This is an optimization exercise on Yosys and OpenROAD, whose aim is small area and a short achievable clock period, not a production implementation. In this exercise RTL edits were held to simulation tests only and were not proved equivalent to the original. Power is estimated from default activity; no workload was simulated.

### flow/config.mk
export PLATFORM = sky130hd
export DESIGN_NAME = ess_rx_codec
export DESIGN_NICKNAME = ess_rx_codec
export VERILOG_FILES = /design/flow/design.v
export SDC_FILE = /design/flow/constraint.sdc
export NUM_CORES = 4
export LEC_CHECK = 0
export CAP_MARGIN = 20
export CORE_MARGIN = 2
export CORE_UTILIZATION = 52
export SLEW_MARGIN = 20
export TNS_END_PERCENT = 20
### flow/constraint.sdc
create_clock -name core_clock -period 10.0 [get_ports {clk}]
set_input_delay 2.0000 -clock core_clock [delete_from_list [all_inputs] [get_ports {clk}]]
set_output_delay 2.0000 -clock core_clock [all_outputs]
set_load 0.01 [all_outputs]
### flow/design.v
module ess_rx_codec (
    input  wire        clk,
    input  wire        rst,           
    input  wire        rx_valid,
    input  wire [31:0] rx_word,
    output reg         rx_rsp_valid,
    output reg  [31:0] rx_rsp,
    input  wire        cmd_valid,
    input  wire [31:0] cmd_word,
    output reg         cmd_rsp_valid,
    output wire [31:0] cmd_rsp
);
    localparam integer P_CAP = 500;
    localparam integer NFR   = 63;       
    localparam integer F_PHY = 504;
    localparam integer NPR   = 64;       
    localparam [7:0] SM  = 8'h24;
    localparam [7:0] EM1 = 8'h40;
    localparam [7:0] EM2 = 8'h23;
    localparam [7:0] AK1 = 8'h2A;
    localparam [7:0] AK2 = 8'h25;
    localparam [3:0] RC_OK        = 4'h0;
    localparam [3:0] RC_FRAME     = 4'h1;
    localparam [3:0] RC_ACK       = 4'h2;
    localparam [3:0] RC_OVERFLOW  = 4'h3;
    localparam [3:0] RC_UNDERFLOW = 4'h4;
    localparam [3:0] RC_RANGE     = 4'h9;
    localparam [3:0] RC_ILLEGAL   = 4'hA;
    localparam [1:0] P_AWAIT_START = 2'd0;
    localparam [1:0] P_COLLECTING  = 2'd1;
    localparam [1:0] P_AWAIT_END1  = 2'd2;
    localparam [1:0] P_AWAIT_END2  = 2'd3;
    localparam [1:0] A_START   = 2'd0;
    localparam [1:0] A_GOT_SM  = 2'd1;
    localparam [1:0] A_GOT_AK1 = 2'd2;
    reg [2:0] c8;             
    wire [1:0] cnt = c8[1:0];
    reg [3:0] coh;            
    reg [31:0] rsp_q;         
    reg [7:0]  rsp_b;         
    assign cmd_rsp = {rsp_q[31:8], rsp_q[7:0] | rsp_b};
    reg [8:0] rdidx;
    reg [8:0] wridx;
    reg [8:0] fill;
    reg [8:0] wp;             
    reg [8:0] ap;             
    reg [3:0] pq_n;           
    reg [7:0] hq [0:7];       
    reg [7:0] pf;             
    reg [7:0] pg [0:7];       
    reg       armed;
    reg       dpend;
    reg       inb;
    reg [7:0] len;
    reg [7:0] flen;
    reg [7:0] pcount;
    reg [1:0] pst;
    reg       fv;
    reg [1:0] ast;
    reg [7:0] pay0;           
    reg [7:0] fw_v;
    reg [7:0] fw_d [0:7];
    reg [3:0] pw_v;
    reg [7:0] pw_d [0:3];
    reg [5:0] pw_r [0:3];
    reg       nf_v;
    reg [7:0] nf_d;
    reg [5:0] nf_r;
    reg       np_v;
    reg [7:0] np_d;
    reg [5:0] np_r;
    wire [3:0]  c_op  = cmd_word[31:28];
    wire        c_s   = cmd_word[27];
    wire [10:0] c_rsv = cmd_word[26:16];
    wire [7:0]  c_a   = cmd_word[15:8];
    wire [7:0]  c_d   = cmd_word[7:0];
    wire c_hi_zero = (c_rsv == 11'd0);
    wire c_nop    = cmd_word == 32'h0000_0000;
    wire c_pop    = cmd_word == 32'h3000_0000;
    wire c_rearm  = cmd_word == 32'h4000_0000;
    wire c_setlen = (c_op == 4'h5) && !c_s && c_hi_zero && (c_a == 8'd0);
    wire c_parse  = (c_op == 4'h6) && !c_s && c_hi_zero && (c_a == 8'd0);
    wire c_parsef = cmd_word == 32'h6800_0000;
    wire c_pack   = (c_op == 4'h7) && !c_s && c_hi_zero && (c_a == 8'd0);
    wire c_packf  = cmd_word == 32'h7800_0000;
    wire c_rdpay  = (c_op == 4'h9) && !c_s && c_hi_zero && (c_d == 8'd0);
    wire c_rdreg  = (c_op == 4'hD) && !c_s && c_hi_zero && (c_d == 8'd0);
    wire c_legal = c_nop | c_pop | c_rearm | c_setlen | c_parse | c_parsef |
                   c_pack | c_packf | c_rdpay | c_rdreg;
    wire r_nop    = rx_word == 32'h0000_0000;
    wire r_push   = rx_word[31:8] == 24'h100000;
    wire r_detach = rx_word == 32'h2000_0000;
    wire [7:0] r_d = rx_word[7:0];
    wire [8*8*NFR-1:0] fq;        
    wire [8*4*NPR-1:0] pq;        
    wire [5:0] wp_r    = wp[8:3];
    wire [5:0] wp_r_m1 = (wp_r == 6'd0) ? NFR-1 : wp_r - 6'd1;
    wire [2:0] e1      = c8 + 3'd1;
    wire [5:0] wr_e1   = (e1 < wp[2:0]) ? wp_r : wp_r_m1;
    wire [1:0] q1      = cnt + 2'd1;
    genvar gr;
    generate
        for (gr = 0; gr < NFR; gr = gr + 1) begin : fring
            reg [7:0] p0, p1, p2, p3, p4, p5, p6, p7;
            always @(posedge clk) begin
                p0 <= p1;
                p1 <= p2;
                p2 <= p3;
                p3 <= p4;
                p4 <= p5;
                p5 <= p6;
                p6 <= p7;
                p7 <= (nf_v && nf_r == gr) ? nf_d : p0;
            end
            assign fq[gr*64 +: 64] = {p7, p6, p5, p4, p3, p2, p1, p0};
        end
        for (gr = 0; gr < NPR; gr = gr + 1) begin : pring
            reg [7:0] p0, p1, p2, p3;
            always @(posedge clk) begin
                p0 <= p1;
                p1 <= p2;
                p2 <= p3;
                p3 <= (np_v && np_r == gr) ? np_d : p0;
            end
            assign pq[gr*32 +: 32] = {p3, p2, p1, p0};
        end
    endgenerate
    localparam integer NG = 8;                
    wire [5:0] ap_r    = ap[8:3];
    wire       ap_at   = (ap[2:0] == c8);
    wire [2:0] ph2     = c8 + 3'd2;           
    wire       ps_next = (ph2 < ap[2:0]);     
    reg  [NFR-1:0] ap_dec;
    reg  [NFR-1:0] ps_sel;
    reg  [7:0] pg_d [0:NG-1];
    reg  [7:0] pf_d;
    integer k, g;
    always @(*) begin
        for (k = 0; k < NFR; k = k + 1)
            ap_dec[k] = (ap_r == k);
        for (k = 0; k < NFR; k = k + 1)
            ps_sel[k] = ps_next ? ap_dec[(k + NFR - 1) % NFR] : ap_dec[k];
        for (g = 0; g < NG; g = g + 1)
            pg_d[g] = 8'd0;
        for (k = 0; k < NFR; k = k + 1)
            pg_d[k / 8] = pg_d[k / 8] | ({8{ps_sel[k]}} & fq[k*64 + 16 +: 8]);
        pf_d = 8'd0;
        for (g = 0; g < NG; g = g + 1)
            pf_d = pf_d | pg[g];
    end
    wire       ap_hit  = nf_v && (nf_r == ap_r);
    wire [7:0] feed_b  = ap_hit ? nf_d : pf;
    wire [1:0] pa_j   = c_a[1:0];
    wire [5:0] pa_r   = c_a[7:2];
    reg  [3:0] pa_jdec;
    reg  [3:0] pa_psel;
    reg  [7:0] pa_ring_lo;    
    reg  [7:0] pa_ring_hi;    
    reg  [7:0] pa_cl [0:3];
    reg  [7:0] pa_ch [0:3];
    integer m, q, e;
    always @(*) begin
        for (q = 0; q < 4; q = q + 1)
            pa_jdec[q] = (pa_j == q);
        for (q = 0; q < 4; q = q + 1) begin
            pa_psel[q] = 1'b0;
            for (e = 0; e < 4; e = e + 1)
                pa_psel[q] = pa_psel[q] | (pa_jdec[e] & coh[(e - q) & 3]);
        end
        for (q = 0; q < 4; q = q + 1) begin
            pa_cl[q] = 8'd0;
            pa_ch[q] = 8'd0;
            for (m = 0; m < NPR; m = m + 1)
                if (m < NPR/2)
                    pa_cl[q] = pa_cl[q] | ({8{pa_r == m}} & pq[m*32 + q*8 +: 8]);
                else
                    pa_ch[q] = pa_ch[q] | ({8{pa_r == m}} & pq[m*32 + q*8 +: 8]);
        end
        pa_ring_lo = 8'd0;
        pa_ring_hi = 8'd0;
        for (q = 0; q < 4; q = q + 1) begin
            pa_ring_lo = pa_ring_lo | ({8{pa_psel[q]}} & pa_cl[q]);
            pa_ring_hi = pa_ring_hi | ({8{pa_psel[q]}} & pa_ch[q]);
        end
    end
    wire       pa_hit  = pw_v[pa_j] && (pw_r[pa_j] == pa_r);
    wire [7:0] pa_byte = (c_a == 8'd0) ? pay0 : pa_hit ? pw_d[pa_j] : pa_ring_lo;
    wire       pa_hi_ok = c_rdpay && (c_a != 8'd0) && (c_a != 8'hFF) && !pa_hit;
    wire fifo_empty = (fill == 9'd0);
    wire fifo_full  = (fill == P_CAP);
    wire c_takes   = cmd_valid && (c_pop || c_parsef || c_packf);
    wire c_take_ok = c_takes && !fifo_empty;
    wire [7:0] hd = hq[0];
    wire       c_sel_hd = c_s;
    wire [7:0] c_byte = c_sel_hd ? hd : c_d;
    wire b_sm  = c_sel_hd ? (hd == SM)  : (c_d == SM);
    wire b_em1 = c_sel_hd ? (hd == EM1) : (c_d == EM1);
    wire b_em2 = c_sel_hd ? (hd == EM2) : (c_d == EM2);
    wire b_ak1 = c_sel_hd ? (hd == AK1) : (c_d == AK1);
    wire b_ak2 = c_sel_hd ? (hd == AK2) : (c_d == AK2);
    wire pc_last = (pcount + 8'd1 == flen);
    wire do_dstep = cmd_valid && (c_parse  || (c_parsef && !fifo_empty));
    wire do_astep = cmd_valid && (c_pack   || (c_packf  && !fifo_empty));
    wire frame_done = (pst == P_AWAIT_END2) && b_em2;
    wire ack_done   = (ast == A_GOT_AK1)    && b_ak2;
    wire [8:0] fill_m1 = fill - 9'd1;
    wire [8:0] fill_p1 = fill + 9'd1;
    wire       armed_c = (cmd_valid && c_rearm) ? 1'b1 : armed;
    wire       dpend_c = (cmd_valid && c_rearm) ? 1'b0 : dpend;
    reg  [15:0] reg_val;
    reg         reg_ok;
    always @(*) begin
        reg_ok  = 1'b1;
        reg_val = 16'd0;
        case (c_a)
            8'h00: reg_val = {11'd0, inb, 1'b0, fv, dpend, armed};
            8'h01: reg_val = {12'd0, ast, pst};
            8'h02: reg_val = {7'd0, fill};
            8'h03: reg_val = {7'd0, rdidx};
            8'h04: reg_val = {7'd0, wridx};
            8'h05: reg_val = {8'd0, len};
            8'h06: reg_val = {8'd0, flen};
            8'h07: reg_val = {8'd0, pcount};
            8'h08: reg_val = 16'd0;
            8'h09: reg_val = 16'd0;
            8'h0A: reg_val = P_CAP;
            default: reg_ok = 1'b0;
        endcase
    end
    reg [3:0]  c_rc;
    reg [15:0] c_data;
    always @(*) begin
        c_rc   = RC_OK;
        c_data = 16'd0;
        if (!c_legal) begin
            c_rc = RC_ILLEGAL;
        end else if (c_pop) begin
            if (fifo_empty) c_rc = RC_UNDERFLOW;
            else            c_data = {8'd0, hd};
        end else if (c_parse || c_parsef) begin
            if (c_parsef && fifo_empty) begin
                c_rc = RC_UNDERFLOW;
            end else if (frame_done) begin
                c_rc   = RC_FRAME;
                c_data = {flen, c_byte};
            end else begin
                c_data = {8'd0, c_byte};
            end
        end else if (c_pack || c_packf) begin
            if (c_packf && fifo_empty) begin
                c_rc = RC_UNDERFLOW;
            end else begin
                if (ack_done) c_rc = RC_ACK;
                c_data = {8'd0, c_byte};
            end
        end else if (c_rdpay) begin
            if (c_a == 8'hFF) c_rc = RC_RANGE;
            else              c_data = {8'd0, pa_byte};
        end else if (c_rdreg) begin
            if (reg_ok) c_data = reg_val;
            else        c_rc   = RC_RANGE;
        end
    end
    wire r_push_v   = rx_valid && r_push;
    wire r_detach_v = rx_valid && r_detach;
    wire r_full     = fifo_full && !c_take_ok;
    wire r_push_ok  = r_push_v && !r_full;
    wire [8:0] wridx_inc = (wridx == P_CAP-1) ? 9'd0 : wridx + 9'd1;
    wire [8:0] rdidx_inc = (rdidx == P_CAP-1) ? 9'd0 : rdidx + 9'd1;
    wire [8:0] ap_inc    = (ap == F_PHY-1) ? 9'd0 : ap + 9'd1;
    wire [8:0] wp_inc    = (wp == F_PHY-1) ? 9'd0 : wp + 9'd1;
    wire arr_empty = (ap == wp);
    wire pq_room   = (pq_n != 4'd8) || c_take_ok;
    wire ins_feed  = ap_at && !arr_empty && pq_room;
    wire ins_push  = r_push_ok && arr_empty && pq_room;
    wire ins       = ins_feed || ins_push;
    wire [7:0] ins_b = arr_empty ? r_d : feed_b;
    wire [3:0] pq_n_m1 = pq_n - 4'd1;
    wire [3:0] pq_n_p1 = pq_n + 4'd1;
    wire arr_push  = r_push_ok && !ins_push;
    wire ins_t  = (ap_at && !arr_empty) || (r_push_v && arr_empty);
    wire ins_k  = ((ap_at && !arr_empty) || (r_push_v && !fifo_full && arr_empty)) &&
                  (pq_n != 4'd8);
    reg [7:0] hq_t [0:7];
    reg [7:0] hq_k [0:7];
    integer i;
    always @(*) begin
        for (i = 0; i < 8; i = i + 1) begin
            hq_t[i] = (ins_t && pq_n == i + 1) ? ins_b : ((i == 7) ? hq[7] : hq[i+1]);
            hq_k[i] = (ins_k && pq_n == i)     ? ins_b : hq[i];
        end
    end
    reg [3:0] r_rc;
    always @(*) begin
        r_rc = RC_OK;
        if (!(r_nop || r_push || r_detach)) r_rc = RC_ILLEGAL;
        else if (r_push && r_full)          r_rc = RC_OVERFLOW;
    end
    wire pay_we = do_dstep && (pst == P_COLLECTING);
    wire cap_f = arr_push && (wp[2:0] == e1);
    wire cap_p = pay_we && (pcount[1:0] == q1) && (pcount != 8'd0);
    integer j;
    always @(posedge clk) begin
        rx_rsp  <= {r_rc, 28'd0};
        rsp_q   <= {c_rc, 12'd0, c_data};
        rsp_b   <= pa_hi_ok ? pa_ring_hi : 8'd0;
        pf <= pf_d;
        nf_d <= cap_f ? r_d : fw_d[e1];
        nf_r <= cap_f ? wp_r : wr_e1;
        np_d <= cap_p ? c_byte : pw_d[q1];
        np_r <= cap_p ? pcount[7:2] : pw_r[q1];
        for (j = 0; j < 8; j = j + 1)
            pg[j] <= pg_d[j];
        for (j = 0; j < 8; j = j + 1)
            hq[j] <= c_take_ok ? hq_t[j] : hq_k[j];
        if (pay_we && pcount == 8'd0) pay0 <= c_byte;
        for (j = 0; j < 8; j = j + 1) begin
            if (arr_push && wp[2:0] == j) begin
                fw_d[j] <= r_d;
            end
        end
        for (j = 0; j < 4; j = j + 1) begin
            if (pay_we && pcount[1:0] == j && pcount != 8'd0) begin
                pw_d[j] <= c_byte;
                pw_r[j] <= pcount[7:2];
            end
        end
        if (rst) begin
            c8            <= 3'd0;
            coh           <= 4'b0001;
            fw_v          <= 8'd0;
            nf_v          <= 1'b0;
            np_v          <= 1'b0;
            pw_v          <= 4'd0;
            rdidx         <= 9'd0;
            wridx         <= 9'd0;
            ap            <= 9'd0;
            wp            <= 9'd0;
            pq_n          <= 4'd0;
            fill          <= 9'd0;
            armed         <= 1'b0;
            dpend         <= 1'b0;
            inb           <= 1'b0;
            len           <= 8'd0;
            flen          <= 8'd0;
            pcount        <= 8'd0;
            pst           <= P_AWAIT_START;
            fv            <= 1'b0;
            ast           <= A_START;
            rx_rsp_valid  <= 1'b0;
            cmd_rsp_valid <= 1'b0;
        end else begin
            c8  <= c8 + 3'd1;
            nf_v <= cap_f || fw_v[e1];
            np_v <= cap_p || pw_v[q1];
            coh <= {coh[2:0], coh[3]};
            for (j = 0; j < 8; j = j + 1) begin
                if (arr_push && wp[2:0] == j)
                    fw_v[j] <= 1'b1;
                else if (c8 == j)
                    fw_v[j] <= 1'b0;
            end
            for (j = 0; j < 4; j = j + 1) begin
                if (pay_we && pcount[1:0] == j && pcount != 8'd0)
                    pw_v[j] <= 1'b1;
                else if (cnt == j)
                    pw_v[j] <= 1'b0;
            end
            rx_rsp_valid  <= rx_valid;
            cmd_rsp_valid <= cmd_valid;
            if (c_take_ok) rdidx <= rdidx_inc;
            if (r_push_ok) wridx <= wridx_inc;
            if (r_push_ok) wp    <= wp_inc;
            if (c_take_ok) begin
                fill <= r_push_v ? fill : fill_m1;
                if (ins_t) ap <= ap_inc;
                pq_n <= ins_t ? pq_n : pq_n_m1;
            end else begin
                fill <= (r_push_v && !fifo_full) ? fill_p1 : fill;
                if (ins_k) ap <= ap_inc;
                pq_n <= ins_k ? pq_n_p1 : pq_n;
            end
            if (r_detach_v) begin
                armed <= 1'b0;
                dpend <= 1'b1;
                inb   <= 1'b0;
            end else begin
                armed <= armed_c;
                dpend <= dpend_c;
                if (r_push_v && armed_c) inb <= 1'b1;
            end
            if (cmd_valid && c_setlen) len <= c_d;
            if (do_dstep) begin
                case (pst)
                    P_AWAIT_START: begin
                        if (b_sm) begin
                            flen   <= len;
                            pcount <= 8'd0;
                            fv     <= 1'b0;
                            pst    <= (len == 8'd0) ? P_AWAIT_END1 : P_COLLECTING;
                        end
                    end
                    P_COLLECTING: begin
                        pcount <= pcount + 8'd1;
                        if (pc_last) pst <= P_AWAIT_END1;
                    end
                    P_AWAIT_END1: begin
                        pst <= b_em1 ? P_AWAIT_END2 : P_AWAIT_START;
                    end
                    P_AWAIT_END2: begin
                        pst <= P_AWAIT_START;
                        if (b_em2) fv <= 1'b1;
                    end
                endcase
            end
            if (do_astep) begin
                case (ast)
                    A_START:   if (b_sm) ast <= A_GOT_SM;
                    A_GOT_SM:  ast <= b_ak1 ? A_GOT_AK1 : A_START;
                    default:   ast <= A_START;
                endcase
            end
        end
    end
endmodule
### flow/flow/run.sh
#!/bin/bash
# Standard ORFS layout, with repair_timing aiming past the clock period's
# slack, buf_6 port buffers, and a CTS without dummy loads, with small sink
# clusters driven by clkbuf_8.
set -euo pipefail
bash standard.sh \
  SETUP_SLACK_MARGIN=6.8 \
  "BUFFER_PORTS_ARGS=-buffer_cell sky130_fd_sc_hd__buf_6" \
  "CTS_ARGS=-sink_clustering_enable -repair_clock_nets -dont_use_dummy_load -sink_clustering_size 16 -sink_clustering_max_diameter 45 -buf_list {sky130_fd_sc_hd__clkbuf_8 sky130_fd_sc_hd__clkbuf_16} -root_buf sky130_fd_sc_hd__clkbuf_16 -sink_clustering_buffer sky130_fd_sc_hd__clkbuf_8" \
  finish > standard_make.log 2>&1
### flow/standard.sh
#!/bin/bash
# synth_recipe.tcl (not shown) runs the flow's synth.tcl, then flattens the netlist and writes it again
# the make line also repeats each setting of config.mk as NAME=value (left out here)
make -C /OpenROAD-flow-scripts/flow DESIGN_CONFIG=/design/flow/config.mk WORK_HOME=/design/flow/orfs CLKGATE_MAP_FILE= SYNTH_SCRIPT=/design/flow/synth_recipe.tcl "${@:-finish}"
==> notes.md <==
Floorplanning
The vertical die dimension is roughly 570 um. The total core area is roughly 320000 sq um. For this configuration, the core starts out at a cell density of approximately 52%. The number of top-level pins is ~130. After floorplanning, the core was divided into ~210 placement rows. In this run the horizontal extent of the chip is between 500 and 600 um. The area of the die is 329000 sq um.

CTS
In this run, CTS created clock tree buffers numbering slightly below 600. The clock reaches the later pin of the worst-skew pair after between 1 and 1.5 ns. Clock tree synthesis found a total of around 6500 sinks. No sink is reached through more buffers than the 4 on the longest clock path. The H-tree generated during clock tree synthesis spans 6 levels.

The clock transition at the register clock pins on the worst setup and hold paths after CTS is 0.09 ns. TritonCTS built the clock tree. The clock root buffer is sky130_fd_sc_hd__clkbuf_16.

Worst hold path
The number of cells on the worst hold path is 0. The worst hold path begins at fring[33].p3[4]. The worst hold path terminates at fring[33].p2[4]. In this run the worst hold path is classified as flip-flop to flip-flop.

Route
The number of nets with antenna violations after routing is 0. In the routed design, unresolved DRC markers number 0. The count of routing violations after the opening detailed-route iteration is roughly 9600.

The pre-antenna-repair detailed-routing pass consisted of 9 iterations. Dividing the detail-routed wire length by the instance count gives a little under 30 um. The final layout contains routed wiring with a total length of ~480 mm.

The vias per cell is roughly 5.6. The total via count after detailed routing is ~90000.

STA
The final critical-path share of the clock period is between 30 and 40%. The clock skew is 0.0717 ns. The max-slew violation count is 0. Setup repair after global routing could not meet its margin everywhere. In the final timing run, aggregate negative setup slack is 0 ns. The timing-limited maximum frequency is ~260 MHz. The tightest slew margin relative to the limit is between 10% and 20%. The worst-margin pin slew is 1.27 ns. Setup violations remaining at the end of the flow were counted as 0. The final hold violation count is 0. The final critical path time including I/O delays and setup is between 3 and 4 ns.

Yosys
Yosys mapped a number of flops with a built-in enable equal to 192. The gate count after technology mapping is 11500. The synthesized flop and latch total is 6507. After synthesis, the largest area contributor takes up around three quarters of total cell area.

The warning count from the yosys run is 11. The number of library cell types mapped by synthesis is 97. The async set-reset flop share out of synthesis is 0%.

After synthesis, the mean cell area works out to 14.7 sq um. Summed over all instances, the cell type with the most area after synthesis is sky130_fd_sc_hd__dfxtp_1. Sequential elements use between 70% and 80% of the synthesized area. The main flop type after synthesis is sky130_fd_sc_hd__dfxtp_1. By area the synthesized netlist is led by sky130_fd_sc_hd__dfxtp_1 75%, sky130_fd_sc_hd__mux2_2 7.0%, sky130_fd_sc_hd__a22oi_1 4.3%. The post-synthesis instance area is 169000 sq um.

Critical path
The critical path in this run is classified as flip-flop to output pin. The critical path capture point type is an output pin. For flop-to-flop paths, the worst setup slack is about 6.4 ns. The data arrival at the endpoint of the critical path is ~1.8 ns. The endpoint required time on the critical path is approximately 8.0 ns. The cell depth of the worst flop-to-flop path is 14.

The maximum net fanout on the critical path is 1. In this run the critical register-to-register path is launched from fill[2]. The destination of the worst register-to-register timing path is fill[8]. STA classifies the critical path startpoint as a flip-flop.

Layout
The post-layout instance area is about 190000 sq um. The share of post-route cells with drive strength above 1 is between 20% and 30%. The number of standard cells in the final layout excluding fillers is about 16000. The post-layout net count is approximately 12000. The synthesis-to-finish area growth is 12.8%.

GRT
The first-pass GRT wire length is roughly 670 mm. The overall global routing resource usage is between 20% and 30%. Entering global routing, the biggest net connects 65 pins. For this run the aggregate overflow at the end of global routing stands at 0. The via count of the first global-routing pass is between 90000 and 100k. The initial antenna violation count is 16.

Placed design
Summed over all nets, the half-perimeter wirelength after detailed placement is ~300 mm. The placer's final routability congestion estimate is ~0.95. During placement, the flow inserted port buffers numbering 92.

The total instance count after detailed placement is 15600. The placed instance area is around 180000 sq um.

Flow run
The tool flagged a number of max-cap violations equal to 0.

Pwr
The cell leakage power is 74.4 nW. Across the VDD grid, the largest voltage drop is between 150 and 200 uV. Dividing total power by cell area gives a power density of about 210 nW/um^2.

Status
The run finished with no timing, DRC or antenna violations.
## Yosys cell counts, types with 14 or more instances
library cell	count
sky130_fd_sc_hd__nand2b_1	28
sky130_fd_sc_hd__and3_1	100
sky130_fd_sc_hd__a22o_1	52
sky130_fd_sc_hd__o21a_1	14
sky130_fd_sc_hd__xnor2_1	34
sky130_fd_sc_hd__a221oi_1	53
sky130_fd_sc_hd__nand4_1	184
sky130_fd_sc_hd__mux2i_1	61
sky130_fd_sc_hd__dfxtp_1	6315
sky130_fd_sc_hd__buf_1	39
sky130_fd_sc_hd__nor2b_1	21
sky130_fd_sc_hd__nor3_1	79
sky130_fd_sc_hd__a2111oi_0	22
sky130_fd_sc_hd__buf_2	88
sky130_fd_sc_hd__buf_4	53
sky130_fd_sc_hd__a222oi_1	83
sky130_fd_sc_hd__clkbuf_1	348
sky130_fd_sc_hd__xor2_1	32
sky130_fd_sc_hd__a21oi_1	119
sky130_fd_sc_hd__mux4_2	24
sky130_fd_sc_hd__or2_2	33
sky130_fd_sc_hd__a21boi_0	15
sky130_fd_sc_hd__mux2_2	1053
sky130_fd_sc_hd__inv_1	54
sky130_fd_sc_hd__edfxtp_1	192
sky130_fd_sc_hd__or3_1	16
sky130_fd_sc_hd__nand3_1	124
sky130_fd_sc_hd__and2_1	23
sky130_fd_sc_hd__nand2_1	450
sky130_fd_sc_hd__a31oi_1	17
sky130_fd_sc_hd__o21ai_0	127
sky130_fd_sc_hd__ha_1	41
sky130_fd_sc_hd__nor4_1	96
sky130_fd_sc_hd__a32oi_1	30
sky130_fd_sc_hd__a22oi_1	971
sky130_fd_sc_hd__nor2_1	304
## power by group
part / switching (mW) / internal, mW / total [mW]
Sequential: 0.176 / 26.0 / 26.2
Combinational: 0.603 / 0.230 / 0.834
Clock: 7.91 / 5.79 / 13.7
Total: 8.69 / 32.1 / 40.7
## critical path, cell delays in order, from the launching register on
cell,delay [ns]
sky130_fd_sc_hd__dfxtp_4,0.39
sky130_fd_sc_hd__or2_4,0.28
sky130_fd_sc_hd__buf_6,0.13
## flip-flops by register name, indices dropped and copies added, names as in the netlist, 512 cells and up
| register | flops |
|---|---|
| pring.p1 | 512 |
| pring.p3 | 512 |
| pring.p0 | 512 |
| pring.p2 | 512 |
## placed cells by master (no fill, tap or decap), types with 29 or more instances in the layout
cell type	n
sky130_fd_sc_hd__edfxtp_1	192
sky130_fd_sc_hd__nor4_1	52
sky130_fd_sc_hd__mux2i_1	57
sky130_fd_sc_hd__a22oi_2	31
sky130_fd_sc_hd__and3_1	89
sky130_fd_sc_hd__conb_1	41
sky130_fd_sc_hd__a22o_1	51
sky130_fd_sc_hd__nor4_4	29
sky130_fd_sc_hd__nand3_1	117
sky130_fd_sc_hd__nor3_1	61
sky130_fd_sc_hd__buf_4	276
sky130_fd_sc_hd__xor2_1	31
sky130_fd_sc_hd__buf_12	63
sky130_fd_sc_hd__a222oi_1	83
sky130_fd_sc_hd__buf_6	157
sky130_fd_sc_hd__clkbuf_16	76
sky130_fd_sc_hd__dfxtp_1	6284
sky130_fd_sc_hd__a22oi_1	940
sky130_fd_sc_hd__inv_1	47
sky130_fd_sc_hd__ha_1	38
sky130_fd_sc_hd__xnor2_1	34
sky130_fd_sc_hd__a32oi_1	29
sky130_fd_sc_hd__nor2_4	65
sky130_fd_sc_hd__nor2_2	32
sky130_fd_sc_hd__nand4_1	184
sky130_fd_sc_hd__o21ai_1	35
sky130_fd_sc_hd__a221oi_1	36
sky130_fd_sc_hd__a21oi_1	97
sky130_fd_sc_hd__clkbuf_8	511
sky130_fd_sc_hd__nor2_1	212
sky130_fd_sc_hd__nand2_1	435
sky130_fd_sc_hd__o21ai_0	79
sky130_fd_sc_hd__mux2_2	1052
## logic make-up after synthesis
family	after synthesis	share of synthesized area, %
fa+ha+maj	42	0.316
buf+inv	587	1.50
other cells	1	0.00222
mux	1140	7.74
compound gates	1607	7.09
xor+xnor	66	0.343
flops	6507	78.4
simple gates	1544	4.59
## how the worst max path moves through the flow
stage,start,end,slack (ns),cells after the start
final,rsp_q[0],cmd_rsp[0],6.22,2
after detailed placement,cmd_word[10],rsp_q[3],4.08,10
after CTS,rsp_q[2],cmd_rsp[2],6.04,2
after floorplan,cmd_word[5],fill[8],5.53,13
after global placement,cmd_word[10],rsp_b[7],3.95,9
after global routing,cmd_word[14],fill[8],6.15,16
## repair_timing
| item | 4_1_cts | 5_1_grt |
|---|---|---|
| endpoints found under the setup margin | 505 | 469 |
| resized for setup | 436 | 266 |
| pin swaps | 114 | 92 |
| cloned | 26 | 16 |
| buffers inserted | 174 | 73 |
| hold buffers | 0 | 0 |
## layout make-up
class                           count  area (sq um)
Fill cell                       25100        133000
Sequential cell                  6507        132000
Multi-Input combinational cell   4458         37000
Clock buffer                      579          8750
Timing Repair Buffer              550          6360
Tap cell                         4325          5410
Inverter                           56           244
Antenna cell                        9          22.5
## routing by layer
| metal | vias up | GRT usage [%] | wire (um) |
|---|---|---|---|
| met4 | 8 | 12.8 | 24700 |
| met3 | 1128 | 4.57 | 31900 |
| li1 | 41300 | - | - |
| met5 | - | 0 | 41 |
| met1 | 46300 | 37.4 | 202000 |
| met2 | 3937 | 44.5 | 217000 |
## per-stage QoR
stage	power [mW]	util [%]	hold slack (ns)	setup WS (ns)
final	40.7	58.8	0.286	6.22
after global routing	42.0	58.8	0.288	6.15
after CTS	41.0	58.2	0.283	6.04
after detailed placement	27.5	54.2	0.312	4.08
after global placement	27.5	54.1	0.310	3.95
after floorplan	27.0	-	0.310	5.53

-- re-timing with driven ports --
No port has a modelled driver above. Below, the same layout with a new extraction and two added sets of constraints. Step 1 (the two cells are an assumption about what drives the block):
set clk [get_ports {clk}]
set_driving_cell -lib_cell sky130_fd_sc_hd__clkbuf_16 $clk
set_driving_cell -lib_cell sky130_fd_sc_hd__buf_2 [delete_from_list [all_inputs] $clk]
Step 2, shift: input delay + t, output delay - t, t = (earliest + latest rising clock arrival at the registers) / 2. This alone moves slack from input paths to output paths. a / b / c = ideal / step 1 / step 2; a / b = the first two.
shift t [ns]: 1.069
setup WS [ns]: 6.218 / 6.118 / 5.101
hold slack, ns: 0.286 / 0.286 / 0.286
worst setup path at the end: input to register
slew at the worst register clock pin (ns): 0.10 / 0.10
After both steps this run still meets setup and hold. For this run, drivers alone change the setup slack by -0.100 ns; drivers and shift together by -1.117 ns.
